This is an optimization exercise on Yosys and OpenROAD, whose aim is small area, a short achievable clock period and few clock cycles per item, not a production implementation. Only simulation tests tie the RTL to the original design; equivalence was not proved. Power is estimated from default activity; no workload was simulated.

## flow/design.v (module list and top-level ports; edited modules follow where they fit)
// module modular_reduction_divider: 1396 lines
module modular_reduction_divider (
    input  wire         clk,
    input  wire         rst_n,       
    input  wire [383:0] x,
    input  wire         x_valid,
    output wire [255:0] e,
    output reg          e_valid
);
  // ...
==> flow/run.sh <==
#!/bin/bash
# synth_recipe.tcl (not shown) runs the flow's synth.tcl, then flattens the netlist and writes it again
# the make line also repeats each setting of config.mk as NAME=value (left out here)
make -C /OpenROAD-flow-scripts/flow DESIGN_CONFIG=/design/flow/config.mk WORK_HOME=/design/flow/orfs CLKGATE_MAP_FILE= SYNTH_SCRIPT=/design/flow/synth_recipe.tcl finish
==> flow/config.mk <==
export PLATFORM = sky130hd
export DESIGN_NAME = modular_reduction_divider
export DESIGN_NICKNAME = modular_reduction_divider
export VERILOG_FILES = /design/flow/design.v
export SDC_FILE = /design/flow/constraint.sdc
export NUM_CORES = 4
export LEC_CHECK = 0
export CAP_MARGIN = 20
export CORE_MARGIN = 2
export CORE_UTILIZATION = 30
export SLEW_MARGIN = 20
==> flow/constraint.sdc <==
create_clock -name core_clock -period 6.5 [get_ports {clk}]
set_input_delay 1.3000 -clock core_clock [delete_from_list [all_inputs] [get_ports {clk}]]
set_output_delay 1.3000 -clock core_clock [all_outputs]
set_load 0.01 [all_outputs]
==> metrics.yaml, run 1 <==
final_layout:
  multiInputGateArea_um2: 42100
  multi_input_cells: 6027
  buffer_area_share_pct: 27.3
  fin_cells: 11700
  reg_top3: "v (264), xr (125), cr (49)"
setup_path:
  crit_slowest_cell: "nor4_2"
  worstPathRequired_ps: 7120
  crit_buf_inv: 8
  critPathLaunch: "f1"
timing:
  finalCritPeriodShare_pct: 100
  max_freq_mhz: 154
  layout_setup_ws_ps: -12.0
  finalSetupViolations: 1
route:
  wl_met1_um: 191000
  first_iter_violations: 10500
  wl_per_cell_um: 41.7
status:
  so_faults: "setup timing"
  status: "finished with violations"
min_path:
  min_path_cells: 1
  worstHoldPathType: "reg -> reg"
floorplanning:
  nWellTaps: 2464
  coreArea_um2: 183000
yosys:
  synth-adder-area-share_pct: 12.0
  ys_types: 109
  synth_top_area_share_pct: 16.3
  synth_most_common_cell: "nand2_1"
  synth_top_area_cell: "dfxtp_1"
global_routing:
  antenna_found_initial: 112
  grt_pass1_vias: 68600
clocking:
  cts.root.buffer_cell: "clkbuf_16"
  hold_buffers: 0
  clock-sinks: 451
power:
  p_clk_uw: 3200
  sequentialPowerShare_pct: 18.6
Testbench counts, summed over its fixed seeds: cycles 22,280, items 768.
==> run 2, diff against run 1 <==
--- a/flow/config.mk
+++ b/flow/config.mk
@@ -9,3 +9,5 @@
 export CORE_MARGIN = 2
 export CORE_UTILIZATION = 30
+export CTS_BUF_LIST = sky130_fd_sc_hd__clkbuf_4 sky130_fd_sc_hd__clkbuf_8
+export SETUP_SLACK_MARGIN = 1.0
 export SLEW_MARGIN = 20
==> metrics.yaml, run 2 <==
status:
  status: "timing/DRC/antenna clean"
global_routing:
  grt_pass1_wl_um: 636000
  grt_pass1_vias: 69000  # +0.68%
  antenna_found_initial: 90  # -20%
  overflow: 0
  gr-usage-all-layers_pct: 50.6
  grt_max_degree: 137
route:
  wl_met1_um: 191000  # +0.11%
  vias: 73400
  first_iter_violations: 10200  # -3.6%
  drt_wl_total_um: 491000
  postRouteAntennaNets: 0
  drt-pass1-iter-count: 7
  viasPerCell: 6.22
  wl_per_cell_um: 41.6  # -0.27%
  routed.top_layer: "met5"
  remaining_drc_errors: 0
  wl_met2_um: 196000
  wl_met3_um: 55900
final_layout:
  regArea_um2: 9040
  final_area_um2: 79400
  utilization_pct: 43.4
  layout_common_cells: "buf_4, nand2_1, clkdlybuf4s50_1"
  final_common_cell: "buf_4"
  fillers: 18500
  area_delta_synth_final_pct: 43.6
  nets: 10000
  top_register: "v"
  reg_top3: "v (264), xr (125), cr (49)"
  largest_reg_flops: 264
  multiInputGateArea_um2: 42600  # +1.1%
  drive_gt1_share_pct: 27.4
clocking:
  clk_latency_ps: 920
  cts_buffers: 86
  tritoncts: "built"
  cts.path.max_buffers: 3
  clock-sinks: 451  # unchanged
  cts.root.buffer_cell: "clkbuf_8"
  path_clk_slew_ps: 70
  hold_buffers: 0  # unchanged
  htree_levels: 3
yosys:
  postSynthAreaPerCell_um2: 7.42
  synth_top_area_cell: "dfxtp_1"
  ys_types: 109  # unchanged
  synth_top_area_share_pct: 16.3  # unchanged
  yosys_warnings: 1
  synthArstFlopShare_pct: 0
  synth-edff-count: 0
  ys_ff_latch: 451
  synth_common_cells: "nand2_1, nor2_1, a21oi_1"
  synth_area_leaders: "dfxtp_1, ha_1, mux2_2"
  synthCells: 7448
  ys.flop_type: "dfxtp_1"
  synth.yosys.seq_area_share_pct: 16.3
  synth_most_common_cell: "nand2_1"
  synth_area_um2: 55300
floorplanning:
  pin_count: 644
  rows: 157
  dieArea_um2: 188000
  initial_utilization_pct: 30.2
  die_h_um: 433
  dieWidth_um: 433
  coreArea_um2: 183000  # unchanged
setup_path:
  worstPathRequired_ps: 7250  # +130 ps
  r2r-start: "f1"
  endpoint_kind: "flop"
  crit_fanout: 17
  worstSetupEndpoint: "v[254]"
  rr_endpoint: "v[254]"
  reg2reg_depth: 29
  start_kind: "input pin"
  r2r_slack_ps: 880
  critPathLaunch: "x[381]"
  crit_type: "in -> reg"
  worstPathArrival_ps: 6410
power:
  vdd_drop_max_v: 0.000338
  p_per_area_nw_per_um2: 530
  p_leak_uw: 0.0348
place:
  dpl-instance-area_um2: 76500
  gp_congestion: 1.19
  dp_hpwl_um: 410000
  port_buffers: 641
min_path:
  worstHoldPathType: "reg -> reg"
timing:
  report.final.slew_viol_count: 0
  hold_violations: 0
  finalCritPeriodShare_pct: 87.1  # -13 points
  period_needed_ps: 5660
  skew_ps: 106
  relSlewSlack_pct: 11.9
  finalSetupViolations: 0  # -1
  rsz0062_at_grt: "yes"
  worst_slew_pin_slew_ps: 1320
  max_freq_mhz: 177  # +15%
run:
  maxCapViolCount: 0
-- run 2: cell counts after synthesis --
No cell type changed its count.
-- run 2: cell type report --
| cell class | count | area share (%) |
|---|---|---|
| repair buffers | 2402 | 27.2 |
| clock inverters | 36 | 0.622 |
| inverters | 226 | 1.07 |
| flip-flops and latches | 451 | 11.4 |
| well taps | 2464 | 3.88 |
| diodes | 65 | 0.205 |
| multi-input cells | 6027 | 53.7 |
| clock buffers | 123 | 1.97 |
-- run 2: repair_timing --
action	in CTS	in global routing
cloned	0	0
pin swaps	10	14
setup endpoints to repair	131	108
setup buffers	3	6
gates resized for setup	72	58
-- run 2: metal layers --
layer,GRT usage (%),vias up
met1,62.0,35800
met3,17.3,1581
met4,41.1,42
li1,-,30200
met5,0.885,-
met2,71.1,5750
-- run 2: report_power, final --
| group | internal (uW) | total, uW | switching (uW) | leakage (uW) |
|---|---|---|---|---|
| clock | 1970 | 3480 | 1510 | 0.00108 |
| sequential | 4060 | 7750 | 3690 | 0.00380 |
| combinational | 13100 | 30900 | 17800 | 0.0299 |
| total | 19200 | 42100 | 23000 | 0.0348 |
-- run 2: through the flow --
stage	cells	TNS [ps]	setup slack, ps	power (uW)	hold WS (ps)
finish	11800	0	838	42100	438
global placement	11600	-13040	-1060	36200	437
global route	11700	0	850	43600	441
CTS	11700	0	994	40600	432
floorplan	7449	0	1430	21900	419
detailed placement	11600	-5330	-480	36800	436
-- run 2: how the worst min path moves through the flow --
stage / start / to / slack, ps / depth (start not counted)
6_report: xr[117] / xr[122] / 440 / 1
5_1_grt: xr[117] / xr[122] / 440 / 1
4_1_cts: xr[117] / xr[122] / 430 / 1
3_5_place_dp: cnt[4] / f0 / 440 / 1
3_3_place_gp: xr[90] / xr[95] / 440 / 1
2_1_floorplan: cnt[4] / f0 / 420 / 1
-- run 2: kinds of logic (layout without fill, tap and decap cells) --
logic type / after synthesis / count (layout) / synth area share [%]
simple gates: 2707 / 2707 / 24.2
fa+ha+maj: 474 / 474 / 12.0
buf+inv: 971 / 2787 / 8.43
flops: 451 / 451 / 16.3
mux: 529 / 529 / 10.4
compound gates: 1780 / 1780 / 20.1
other cells: 1 / 67 / 0.00678
xor+xnor: 535 / 535 / 8.47
-- run 2: worst max-delay path: stages --
cell and delay [ps]:
clkdlybuf4s50_1 410, nor2_1 310, a21o_2 230, buf_12 190, buf_4 270, nor2_1 130, nand3_1 100, buf_4 160
buf_4 260, nand2_1 110, nor2_1 530, buf_4 220, nand4_1 380, ha_1 470, o21ai_0 90, nand2b_1 110
a21o_1 200, a21o_1 220, and4_1 240, nand3_1 110, xor2_1 200, nand2_1 70, o21ai_0 60

-- port drivers added, routing unchanged --
The results above use ideal ports. As a check the final layouts listed here were re-extracted and re-timed, cells and wires unchanged. Step 1 sets driving cells, clkbuf_16 on the clock port and buf_2 on the other inputs (assumed; they add their load-dependent delay and slew). Step 2, shift: input delay + t, output delay - t, t = (earliest + latest rising clock arrival at the registers) / 2. This alone moves slack from input paths to output paths. a / b / c = ideal ports / drivers / drivers and shift; a / b = the first two.
| run | t (ns) | setup slack, ns | worst setup path after step 2 |
|---|---|---|---|
| run 1 | 0.827 | -0.012 / -0.012 / -0.585 | input to register |
| run 2 | 0.961 | 0.838 / 0.880 / -0.055 | input to register |
Met with ideal ports but missed after step 2: setup timing in run 2. For run 2, which loses most, drivers alone change the setup slack by +0.042 ns; drivers and shift together by -0.893 ns.
